This is an optimization exercise on Yosys and OpenROAD, whose aim is small area, a short achievable clock period and few clock cycles, not a production implementation.
Where RTL was checked, it was by simulation tests only, not by an equivalence proof against the original.
Power figures rest on the tool's default switching activity, not on a simulated workload.

main:
// rlec
module rlec (
    input  wire        clk,
    input  wire        rst_n,
    input  wire [3:0]  reg_addr,
    input  wire        reg_we,
    input  wire [31:0] reg_wdata,
    output reg  [31:0] reg_rdata,
    output wire        busy,
    output wire        ibuf_req,
    output wire [15:0] ibuf_addr,
    input  wire        ibuf_gnt,
    input  wire [7:0]  ibuf_rdata,
    output wire        obuf_req,
    output wire [15:0] obuf_addr,
    output wire [7:0]  obuf_wdata,
    input  wire        obuf_gnt
);
    localparam [31:0] ID_VALUE  = 32'h524C_4543;
    localparam [3:0] R_CMD = 4'd0, R_STATUS = 4'd1, R_WIDTH = 4'd2, R_HEIGHT = 4'd3,
                     R_ATHR = 4'd4, R_MODE = 4'd5, R_INLEN = 4'd6, R_OUTCAP = 4'd7,
                     R_OUTLEN = 4'd8, R_INPOS = 4'd9, R_ID = 4'd10;
    localparam [2:0] E_NONE = 3'd0, E_PARAM = 3'd1, E_TRUNC = 3'd2, E_OVERRUN = 3'd3,
                     E_MALFORMED = 3'd5, E_OVERFLOW = 3'd6, E_ILLEGAL = 3'd7;
    localparam [1:0] F_A = 2'd1, F_B = 2'd2, F_C = 2'd3;
    localparam [1:0] S_IDLE = 2'd0, S_START = 2'd1, S_RUN = 2'd2;
    reg [15:0] width, height;
    reg [8:0]  a_thresh;
    reg [1:0]  mode;             
    reg [31:0] in_len, out_cap;
    reg [16:0] out_len, in_pos;  
    reg        st_busy, st_done;
    reg [2:0]  st_err;
    reg [1:0]  state;
    reg [1:0]  fmt;              
    reg        dec;
    reg [4:0]  mcnt;             
    reg [16:0] npix;
    reg        big;              
    reg        dv;               
    reg [7:0]  qd;               
    reg        qv;
    reg [16:0] pidx;             
    reg [6:0]  acc_val;
    reg [16:0] acc_len;
    reg        p_done;           
    reg        rdy;              
    reg [2:0]  aerr;             
    reg [1:0]  bi;               
    reg [1:0]  brem;             
    reg        sml;              
    reg        ov;               
    reg [2:0]  perr;             
    reg        e_act;
    reg [6:0]  ev;
    reg [16:0] el;
    reg [1:0]  ei;               
    reg        oreq;
    reg [7:0]  owd;
    wire run   = (state == S_RUN);
    wire start = (state == S_START);
    wire cfg_we    = reg_we && !st_busy;
  ...
Size in the first run: roughly 270 flip-flops, ~120 I/O pins, ~19000 µm² of cells after synthesis.
Settings: LEC_CHECK=0, ABC_CLOCK_PERIOD_IN_PS=5000, CAP_MARGIN=20, CORE_MARGIN=2, CORE_UTILIZATION=65, PLACE_DENSITY=0.75, SETUP_SLACK_MARGIN=4.7, SLEW_MARGIN=20; clock period 10.0 ns.
run.sh (not shown) runs the stock make flow with config.mk's settings and CLKGATE_MAP_FILE= SYNTH_SCRIPT=/design/flow/synth_recipe.tcl, a recipe that flattens the netlist after the stock synthesis.
Testbench counts of main, summed over its fixed seeds: cycles 399,155.
#### Input delta (the feature branch over main)
# main
export LEC_CHECK = 0
export ABC_CLOCK_PERIOD_IN_PS = 5000
export CAP_MARGIN = 20
export CORE_MARGIN = 2
export CORE_UTILIZATION = 65
export PLACE_DENSITY = 0.75
export SETUP_SLACK_MARGIN = 4.7
export SLEW_MARGIN = 20
create_clock -name core_clock -period 10.0 [get_ports {clk}]
# the feature branch
export LEC_CHECK = 0
export CAP_MARGIN = 20
export CORE_MARGIN = 2
export CORE_UTILIZATION = 65
export PLACE_DENSITY = 0.75
export SETUP_SLACK_MARGIN = 5
export SLEW_MARGIN = 20
create_clock -name core_clock -period 10.0 [get_ports {clk}]
Results
- Per the comparison of the feature branch with main, post-detailed-routing wire length rose about 7%; first-pass GRT wire length now sits higher; relative max-transition margin +0.52 points; total power consumption of the routed design shrank by about 4.3%.
- For main, the cell with the largest stage delay on the worst path was a222oi_1, unlike the feature branch, where it was nor3_4.
- Compare the feature branch and main | post-layout utilization of the core lower: main
- The feature branch — iteration count of the initial detailed-routing pass 5 lower, main as reference
- The feature branch against main: total area of multi-input combinational cells increased 180 µm²; number of clock buffers in the layout moved up; setup slack rose 0.027 ns; detailed-route wire length per cell saw an increase; number of I/O port buffers shows no meaningful change.

========
red:
rlec, a different RTL version from the one above (not shown whole).
Size: ~290 flip-flops, ~120 I/O pins, about 21000 sq um of cells after synthesis.
## rlec
module rlec (
    input  wire        clk,
    input  wire        rst_n,
    input  wire [3:0]  reg_addr,
    input  wire        reg_we,
    input  wire [31:0] reg_wdata,
    output reg  [31:0] reg_rdata,
    output wire        busy,
    output wire        ibuf_req,
    output wire [15:0] ibuf_addr,
    input  wire        ibuf_gnt,
    input  wire [7:0]  ibuf_rdata,
    output wire        obuf_req,
    output wire [15:0] obuf_addr,
    output wire [7:0]  obuf_wdata,
    input  wire        obuf_gnt
);
    localparam [31:0] ID_VALUE  = 32'h524C_4543;
    localparam [3:0] R_CMD = 4'd0, R_STATUS = 4'd1, R_WIDTH = 4'd2, R_HEIGHT = 4'd3,
                     R_ATHR = 4'd4, R_MODE = 4'd5, R_INLEN = 4'd6, R_OUTCAP = 4'd7,
                     R_OUTLEN = 4'd8, R_INPOS = 4'd9, R_ID = 4'd10;
    localparam [2:0] E_NONE = 3'd0, E_PARAM = 3'd1, E_TRUNC = 3'd2, E_OVERRUN = 3'd3,
                     E_MALFORMED = 3'd5, E_OVERFLOW = 3'd6, E_ILLEGAL = 3'd7;
    localparam [1:0] F_A = 2'd1, F_B = 2'd2, F_C = 2'd3;
    localparam [1:0] S_IDLE = 2'd0, S_START = 2'd1, S_RUN = 2'd2;
    reg [15:0] width, height;
    reg [8:0]  a_thresh;
    reg [1:0]  mode;             
  ...
export LEC_CHECK = 0
export CAP_MARGIN = 20
export CORE_MARGIN = 2
export CORE_UTILIZATION = 40
export PLACE_DENSITY = 0.6
export SETUP_SLACK_MARGIN = 3
export SLEW_MARGIN = 20
create_clock -name core_clock -period 10.0 [get_ports {clk}]
Testbench counts of red, summed over its fixed seeds: cycles 399,155.
The following lists how blue was set up differently from red:
# red
export LEC_CHECK = 0
export CAP_MARGIN = 20
export CORE_MARGIN = 2
export CORE_UTILIZATION = 40
export PLACE_DENSITY = 0.6
export SETUP_SLACK_MARGIN = 3
export SLEW_MARGIN = 20
create_clock -name core_clock -period 10.0 [get_ports {clk}]
# blue
export LEC_CHECK = 0
export CAP_MARGIN = 20
export CORE_MARGIN = 2
export CORE_UTILIZATION = 40
export PLACE_DENSITY = 0.6
export SLEW_MARGIN = 20
create_clock -name core_clock -period 10.0 [get_ports {clk}]
==> comparison <==
- In the reports for red and blue, the smaller number of cells upsized or downsized after cts belongs to blue.
- There was hardly any difference in final routed wirelength across all metal layers between red and blue.
- Between blue and red, the estimated wirelength of the detail-placed design does not differ in any meaningful way.
- | final non-filler cell area | blue vs red | ≈ equal |
- The post-route worst setup slack number comes out lower for blue vs red.
- ~same met3 wire length in red and blue
For green, these inputs were changed with respect to blue:
# blue
export LEC_CHECK = 0
export CAP_MARGIN = 20
export CORE_MARGIN = 2
export CORE_UTILIZATION = 40
export PLACE_DENSITY = 0.6
export SLEW_MARGIN = 20
create_clock -name core_clock -period 10.0 [get_ports {clk}]
# green
export LEC_CHECK = 0
export ABC_CLOCK_PERIOD_IN_PS = 5000
export CAP_MARGIN = 20
export CORE_MARGIN = 2
export CORE_UTILIZATION = 40
export PLACE_DENSITY = 0.6
export SETUP_SLACK_MARGIN = 4.5
export SLEW_MARGIN = 20
create_clock -name core_clock -period 10.0 [get_ports {clk}]
Notes after the runs:
Cmp green vs blue: total vias in the final route higher in green. Final worst slack (green over blue): increase, 2.15 ns. Clock skew: green vs blue down 0.0034 ns. Max freq blue -> green: improved. Power after layout (higher): green.

========
run 1:
rlec, a different RTL version from the one above (not shown whole).
Size: roughly 2,400 cells after synthesis, roughly 270 flip-flops, roughly 120 I/O pins, about 19,000 sq um of cells after synthesis.
Settings: LEC_CHECK=0, ABC_CLOCK_PERIOD_IN_PS=5000, CAP_MARGIN=20, CORE_MARGIN=2, CORE_UTILIZATION=40, PLACE_DENSITY=0.6, SETUP_SLACK_MARGIN=5, SLEW_MARGIN=20; clock period 10.0 ns.
No stage failed in run 1, and the final checks on the layout all came back clean.
[inputs] run 4 vs run 1
# run 1
export LEC_CHECK = 0
export ABC_CLOCK_PERIOD_IN_PS = 5000
export CAP_MARGIN = 20
export CORE_MARGIN = 2
export CORE_UTILIZATION = 40
export PLACE_DENSITY = 0.6
export SETUP_SLACK_MARGIN = 5
export SLEW_MARGIN = 20
create_clock -name core_clock -period 10.0 [get_ports {clk}]
# run 4
export LEC_CHECK = 0
export ABC_CLOCK_PERIOD_IN_PS = 5000
export CAP_MARGIN = 20
export CORE_MARGIN = 2
export CORE_UTILIZATION = 40
export PLACE_DENSITY = 0.6
export SETUP_SLACK_MARGIN = 4.5
export SLEW_MARGIN = 20
create_clock -name core_clock -period 10.0 [get_ports {clk}]
Notes after the runs:
Per the comparison of run 4 with run 1, total routed wire length on the met1 layer decreased about 3.4%, actual slew at the worst max-slew pin increased 0.15 ns, sequential portion of the cell area increased 1.1 points, number of buffers other than clock buffers in the final layout decreased 71.
The estimated power of run 4 ends up lower than the estimate for run 1.
Run 4 vs run 1, synthesis-to-layout area growth went down by 5.1 points.
From run 1 to run 4 the numbers moved as follows: clock skew has decreased, iteration count of the initial detailed-routing pass has increased.
No run of this note included a check of the RTL's function; only the layout flow was run.

========
rlec, a different RTL version from the one above (not shown whole).
For scale: ~120 I/O pins.
Settings: LEC_CHECK=0, ABC_CLOCK_PERIOD_IN_PS=5000, CAP_MARGIN=20, CORE_MARGIN=2, CORE_UTILIZATION=65, CTS_BUF_LIST=sky130_fd_sc_hd__clkbuf_8, CTS_CLUSTER_DIAMETER=60, CTS_CLUSTER_SIZE=14, PLACE_DENSITY=0.75, SETUP_SLACK_MARGIN=4.7, SLEW_MARGIN=20; clock period 10.0 ns.
The first run finished with timing, DRC and antenna clean.
Testbench counts at the start, summed over its fixed seeds: cycles 399,155.
Next try:
--- a/flow/config.mk
+++ b/flow/config.mk
@@ -14,0 +15 @@
+export GPL_TIMING_DRIVEN = 0
@@ -16 +17 @@
-export SETUP_SLACK_MARGIN = 4.7
+export SETUP_SLACK_MARGIN = 4.5
Outcome: Cell count grows by 3.7%. Global-route usage rose by 0.47 points. Non-clock buffer count rises by 107. Worst hold slack stays flat. Clock power is about the same. Setup slack loses 0.30 ns. Power came out higher by 0.79%. Register-to-register slack is worse by 0.03 ns. Core utilization rose by 1.0 points. Routed wire length goes up by 1.3%. Design area went up by 1.4%.
Next try:
--- a/flow/config.mk
+++ b/flow/config.mk
@@ -13,3 +13,2 @@
-export CTS_CLUSTER_DIAMETER = 60
-export CTS_CLUSTER_SIZE = 14
-export GPL_TIMING_DRIVEN = 0
+export CTS_CLUSTER_DIAMETER = 50
+export CTS_CLUSTER_SIZE = 10
@@ -17 +16 @@
-export SETUP_SLACK_MARGIN = 4.5
+export SETUP_SLACK_MARGIN = 5
The new run produced a clean layout. Design area went up by about 2.7%. Cell count went down by 1.5%. Combinational power went down by about 3%. Wire length went up by 1.4%. Critical path depth is unchanged.
Next try:
--- a/flow/config.mk
+++ b/flow/config.mk
@@ -12,3 +11,0 @@
-export CTS_BUF_LIST = sky130_fd_sc_hd__clkbuf_8
-export CTS_CLUSTER_DIAMETER = 50
-export CTS_CLUSTER_SIZE = 10
@@ -16 +13 @@
-export SETUP_SLACK_MARGIN = 5
+export SETUP_SLACK_MARGIN = 4.7
Outcome: Final cell count shrinks by a few percent. Final area decreases by a few percent. Via count drops slightly. Worst setup slack improves by 0.021 ns. Sequential power hardly moves. Clock-buffer cell count is lower by 5. Wire length went down slightly. Power climbs by a few percent. Synthesized cell count is unchanged. Clock power grows by about a fifth. Area after synthesis does not change.

## what the ideal ports hide
The flow's constraints put no driver on any port. The routed layouts listed below were extracted and timed again, unchanged, in two steps.
Step 1 (the two cells are an assumption about what drives the block):
set clk [get_ports {clk}]
set_driving_cell -lib_cell sky130_fd_sc_hd__clkbuf_16 $clk
set_driving_cell -lib_cell sky130_fd_sc_hd__buf_2 [delete_from_list [all_inputs] $clk]
Step 2 moves the port delays by t, midway between the first and last clock arrival at a register: inputs arrive t later, outputs are due t later. That takes back most of the time a late clock gives input paths.
Slacks: no drivers / after step 1 / after step 2; pairs: no drivers / after step 1.
run | shift t [ns] | slack for setup (ns) | worst setup path after step 2
main | 0.573 | 4.594 / 4.508 / 4.272 | input to register
the feature branch | 0.631 | 4.621 / 4.532 / 4.532 | input to output
red | 0.619 | 3.141 / 3.109 / 3.109 | input to output
blue | 0.619 | 2.356 / 2.324 / 2.324 | input to output
green | 0.618 | 4.505 / 4.472 / 4.348 | input to register
run 1 | 0.615 | 4.631 / 4.538 / 4.538 | input to output
run 4 | 0.611 | 4.410 / 4.386 / 3.993 | input to register
the first run of note 4 | 0.671 | 4.630 / 4.582 / 4.458 | input to register
the second run of note 4 | 0.677 | 4.325 / 4.283 / 4.283 | input to output
the third run of note 4 | 0.603 | 4.626 / 4.572 / 4.572 | input to output
the fourth run of note 4 | 0.619 | 4.647 / 4.599 / 4.433 | input to register
After both steps every run listed still meets setup and hold. The setup slack of run 4, which loses most, moves by -0.024 ns with the drivers and by -0.417 ns with both steps.
